Background: an optimization exercise with open tools, aiming at small area. Do not read the settings as production practice.
At most, simulation tests tie the RTL to the original design; equivalence was not proved.
Power and IR drop assume default switching activity.

// crc_link_engine
module crc_link_engine (
    input  wire        clk,
    input  wire        rst,           
    input  wire        host_wr,
    input  wire [15:0] host_addr,
    input  wire [7:0]  host_wdata,
    output reg  [7:0]  host_rdata,
    input  wire        rx_valid,
    input  wire [7:0]  rx_data,
    output reg         rx_ready,
    output wire        tx_valid,
    output reg  [7:0]  tx_data,
    input  wire        tx_ready,
    output wire        busy
);
    localparam NB = 247;              
    localparam [3:0] S_IDLE      = 4'h0,
                     S_DRAIN     = 4'h1,
                     S_AWAIT_ACK = 4'h2,
                     S_RETRY     = 4'h3,
                     S_AWAIT_RSP = 4'h4,
                     S_SEND_RACK = 4'h5,
                     S_DRAIN_TR  = 4'h6,
                     S_DONE      = 4'h7,
                     S_FAILED    = 4'h8;
    localparam [2:0] R_NONE     = 3'd0,
                     R_OK       = 3'd1,
                     R_COMM     = 3'd2,
  ...
For scale: roughly 5600 cells after synthesis, about 56 I/O pins.
clock: 10.0 ns
lec_check: 0
cap_margin: 20
core_margin: 2
core_utilization: 60
cts_buf_list: sky130_fd_sc_hd__clkbuf_8
cts_cluster_diameter: 60
cts_cluster_size: 16
gpl_timing_driven: 0
place_density: 0.7
setup_slack_margin: 0.2
slew_margin: 20
synth_hierarchical: 1
synth_minimum_keep_size: 0
run.sh (not shown) runs the stock make flow with config.mk's settings and CLKGATE_MAP_FILE= SYNTH_SCRIPT=/design/flow/synth_recipe.tcl, a recipe that flattens the netlist after the stock synthesis.
The starting point passed the timing, design-rule and antenna checks.
Then changed:
--- a/flow/design.v
+++ b/flow/design.v
@@ -96,35 +96,35 @@
             cle_and2 ul (.a(q[gk%4]),     .b(q[4 + gk/4]),  .y(dl[gk]));
             cle_and2 uh (.a(q[8 + gk%4]), .b(q[12 + gk/4]), .y(dh[gk]));
         end
         for (gk = 0; gk < NB; gk = gk + 1) begin : sel
             cle_nand2 u (.a(dh[gk/16]), .b(dl[gk%16]), .y(sb[gk]));
         end
         for (gb = 0; gb < 8; gb = gb + 1) begin : rd
             wire [123:0] y;
-            wire [61:0]  z1;          
-            wire [15:0]  z2;          
-            wire [3:0]   z3;          
+            wire [30:0]  z1;          
+            wire [7:0]   z2;          
+            wire [1:0]   z3;          
             for (gp = 0; gp < 123; gp = gp + 1) begin : pr
                 cle_o22ai u (.a1(ring[16*gp + gb]), .a2(sb[2*gp]),
                              .b1(ring[16*gp + 8 + gb]), .b2(sb[2*gp + 1]), .y(y[gp]));
             end
             cle_nor2 ul (.a(ring[8*(NB-1) + gb]), .b(sb[NB-1]), .y(y[123]));
-            for (gp = 0; gp < 62; gp = gp + 1) begin : l1
-                cle_nor2 u (.a(y[2*gp]), .b(y[2*gp+1]), .y(z1[gp]));
+            for (gp = 0; gp < 31; gp = gp + 1) begin : l1
+                cle_or4 u (.a(y[4*gp]), .b(y[4*gp+1]), .c(y[4*gp+2]), .d(y[4*gp+3]), .y(z1[gp]));
             end
-            for (gp = 0; gp < 15; gp = gp + 1) begin : l2
-                cle_nand4 u (.a(z1[4*gp]), .b(z1[4*gp+1]), .c(z1[4*gp+2]), .d(z1[4*gp+3]), .y(z2[gp]));
+            for (gp = 0; gp < 7; gp = gp + 1) begin : l2
+                cle_nor4 u (.a(z1[4*gp]), .b(z1[4*gp+1]), .c(z1[4*gp+2]), .d(z1[4*gp+3]), .y(z2[gp]));
             end
-            cle_nand2 l2l (.a(z1[60]), .b(z1[61]), .y(z2[15]));
-            for (gp = 0; gp < 4; gp = gp + 1) begin : l3
-                cle_nor4 u (.a(z2[4*gp]), .b(z2[4*gp+1]), .c(z2[4*gp+2]), .d(z2[4*gp+3]), .y(z3[gp]));
+            cle_nor3 l2l (.a(z1[28]), .b(z1[29]), .c(z1[30]), .y(z2[7]));
+            for (gp = 0; gp < 2; gp = gp + 1) begin : l3
+                cle_nand4 u (.a(z2[4*gp]), .b(z2[4*gp+1]), .c(z2[4*gp+2]), .d(z2[4*gp+3]), .y(z3[gp]));
             end
-            assign buf_rd[gb] = &z3;
+            assign buf_rd[gb] = ~(z3[0] | z3[1]);
         end
     endgenerate
     always @(*) begin
         case (host_addr)
             16'h0001: host_rdata = {1'b0, rej, retried, busy, state};
             16'h0002: host_rdata = {5'b0, result};
             16'h0003: host_rdata = req_tc;
             16'h0004: host_rdata = req_iid;
@@ -471,8 +471,14 @@
                 cle_xor2 us (.a(p0[i]), .b(g3[i-1]), .y(s[i]));
             end else begin : ns
                 assign s[i] = p0[i];
             end
         end
     endgenerate
     assign co = g3[7];
 endmodule
+module cle_or4 (input wire a, input wire b, input wire c, input wire d, output wire y);
+    assign y = a | b | c | d;
+endmodule
+module cle_nor3 (input wire a, input wire b, input wire c, output wire y);
+    assign y = ~(a | b | c);
+endmodule
Outcome:
- via count is higher by a few percent
- utilization is higher by 0.12 points
- sequential share of layout area is lower by 1.0 points
- maximum frequency is lower slightly
- non-clock buffer count is higher by 17
- worst setup slack is worse by 0.099 ns
- global-route usage is higher by 1.9 points
- hold slack is worse by 0.016 ns
The RTL of the second run of this note was laid out without a check of its function.

========
maple:
Another version of the RTL of crc_link_engine (not shown whole).
Size in the first run: roughly 5,600 cells after synthesis, ~56 I/O pins, about 65,000 um2 of cells after synthesis.
make LEC_CHECK=0 CAP_MARGIN=20 CORE_MARGIN=2 CORE_UTILIZATION=60 CTS_BUF_LIST='sky130_fd_sc_hd__clkbuf_8 sky130_fd_sc_hd__clkbuf_16' CTS_CLUSTER_DIAMETER=100 CTS_CLUSTER_SIZE=24 GPL_TIMING_DRIVEN=0 PLACE_DENSITY=0.7 SETUP_SLACK_MARGIN=0.2 SLEW_MARGIN=20 SYNTH_HIERARCHICAL=1 SYNTH_MINIMUM_KEEP_SIZE=0 finish   # period 10.0 ns
maple was carried through to the last stage, and its layout satisfied the timing, design-rule and antenna checks.
--- input diff maple..pine ---
diff --git a/flow/design.v b/flow/design.v
--- a/flow/design.v
+++ b/flow/design.v
@@ -46,23 +46,23 @@
     endfunction
     reg [3:0]  state;
     reg        retried;
     reg        rej;
     reg [2:0]  result;
     reg [7:0]  req_tc, req_iid, req_rc;
     reg        req_exp;
     reg [7:0]  x_tc, x_iid, x_rc;
     reg        x_exp;
     reg [7:0]  seq;
     reg [15:0] ctr;
-    reg        rsv;               
+    reg [7:0]  resp_seq;
     reg [7:0]  resp_len;
     reg [15:0] crc_acc;
     reg [7:0]  crc_data;
     reg        tx_busy;           
     reg [1:0]  ph;
     reg [7:0]  cnt;
     reg [7:0]  flen;              
     reg [15:0] crc;
     reg        fc, fr, fs;        
     reg [7:0]  t_seq, t_tc, t_iid, t_rc;
     reg [15:0] t_ctr;
@@ -119,23 +119,23 @@
     always @(*) begin
         case (host_addr)
             16'h0001: host_rdata = {1'b0, rej, retried, busy, state};
             16'h0002: host_rdata = {5'b0, result};
             16'h0003: host_rdata = req_tc;
             16'h0004: host_rdata = req_iid;
             16'h0005: host_rdata = req_rc;
             16'h0006: host_rdata = {7'b0, req_exp};
             16'h0007: host_rdata = seq;
             16'h0008: host_rdata = ctr[7:0];
             16'h0009: host_rdata = ctr[15:8];
-            16'h000A: host_rdata = rsv ? t_seq : 8'h00;
+            16'h000A: host_rdata = resp_seq;
             16'h000B: host_rdata = resp_len;
             16'h000C: host_rdata = crc_data;
             16'h000D: host_rdata = crc_acc[7:0];
             16'h000E: host_rdata = crc_acc[15:8];
             default:  host_rdata = in_buf ? buf_rd : 8'h00;
         endcase
     end
     reg [7:0] fbyte;
     always @(*) begin
         case (ph)
             P_HDR: case (cnt[2:0])
@@ -218,23 +218,23 @@
         if (rst) begin
             state     <= S_IDLE;
             retried   <= 1'b0;
             rej       <= 1'b0;
             result    <= R_NONE;
             req_tc    <= 8'h00;
             req_iid   <= 8'h00;
             req_rc    <= 8'h00;
             req_exp   <= 1'b0;
             seq       <= 8'h00;
             ctr       <= 16'h0000;
-            rsv       <= 1'b0;
+            resp_seq  <= 8'h00;
             resp_len  <= 8'h00;
             crc_acc   <= 16'hFFFF;
             crc_data  <= 8'h00;
             tx_busy   <= 1'b0;
             ph        <= P_HDR;
             cnt       <= 8'd0;
             wp        <= 8'd0;
         end else begin
             wp <= (wp == NB - 1) ? 8'd0 : wp + 8'd1;
             if (host_wr) begin
                 case (host_addr)
@@ -318,23 +318,23 @@
                     default: fc <= fc | mis;
                 endcase
             end
             if (do_start) begin
                 x_tc     <= req_tc;
                 x_iid    <= req_iid;
                 x_rc     <= req_rc;
                 x_exp    <= req_exp;
                 retried  <= 1'b0;
                 rej      <= 1'b0;
                 result   <= R_NONE;
-                rsv      <= 1'b0;
+                resp_seq <= 8'h00;
                 resp_len <= 8'h00;
                 state    <= S_DRAIN;
             end else if (do_abort) begin
                 finish(R_ABORTED);
             end else begin
                 case (state)
                     S_DRAIN, S_DRAIN_TR: begin
                         if (rx_take && ph == P_HDR) begin
                             case (cnt[2:0])
                                 3'd0, 3'd1: if (mis) finish(R_UNKNOWN);
                                 3'd2: if (!(b40 | b80 | b4e)) finish(R_UNKNOWN);
@@ -372,23 +372,23 @@
                                 send_req;
                                 state   <= S_RETRY;
                             end
                         end
                     end
                     S_AWAIT_RSP: begin
                         if (rsp_hbad) finish(R_CORRUPT);
                         else if (ph == P_END) begin
                             if (fs) finish(R_PAYLOAD);
                             else if (fc) finish(R_CORRUPT);
                             else begin
-                                rsv      <= 1'b1;
+                                resp_seq <= t_seq;
                                 resp_len <= flen - 8'd8;
                                 tx_busy  <= 1'b1;         
                                 flen     <= 8'd0;
                                 ph       <= P_HDR;
                                 cnt      <= 8'd0;
                                 state    <= S_SEND_RACK;
                             end
                         end
                     end
                     S_SEND_RACK: begin
                         if (!tx_busy) state <= S_DRAIN_TR;
--- outcome ---
- Of pine and maple, the higher maximum number of pins on one net before global-route repair belongs to pine.
- Overall die area on pine is up relative to maple.
- pine gives less total internal power than maple did.
- Synthesized cell count (higher): pine
- Global-route usage: pine vs maple up 1.1 points
- maple has a higher ratio of final minimum period to clock period than pine.
- For the initial antenna violation count, pine came in 4 lower than maple did.
Only the layout flow was run in pine; the RTL was not checked for function there.

==> what the ideal ports hide <==
No port has a modelled driver above. Below, the same layouts with a new extraction and two added sets of constraints.
Step 1 assumes that a clkbuf_16 drives the clock port and a buf_2 every other input.
Step 2 moves the port delays by t, midway between the first and last clock arrival at a register: inputs arrive t later, outputs are due t later. That takes back most of the time a late clock gives input paths.
Slacks: ideal ports / drivers / drivers and shift; pairs: ideal ports / drivers.
| run | t, ns | slack for setup (ns) | hold slack, ns | latest minus earliest clock arrival (ns) | slew at the worst register clock pin (ns) |
|---|---|---|---|---|---|
| the first run of note 1 | 0.940 | 0.267 / 0.245 / 0.245 | 0.339 / 0.339 / 0.339 | 0.050 / 0.051 | 0.10 / 0.10 |
| the second run of note 1 | 0.968 | 0.169 / 0.138 / 0.138 | 0.323 / 0.323 / 0.323 | 0.053 / 0.054 | 0.11 / 0.11 |
| maple | 0.798 | 0.207 / 0.183 / 0.183 | 0.332 / 0.332 / 0.332 | 0.054 / 0.053 | 0.11 / 0.11 |
| pine | 0.793 | 0.368 / 0.343 / 0.343 | 0.329 / 0.329 / 0.329 | 0.050 / 0.050 | 0.11 / 0.11 |
After both steps setup and hold are still met in every run listed. For the second run of note 1, which loses most, drivers alone change the setup slack by -0.031 ns; drivers and shift together by -0.031 ns.
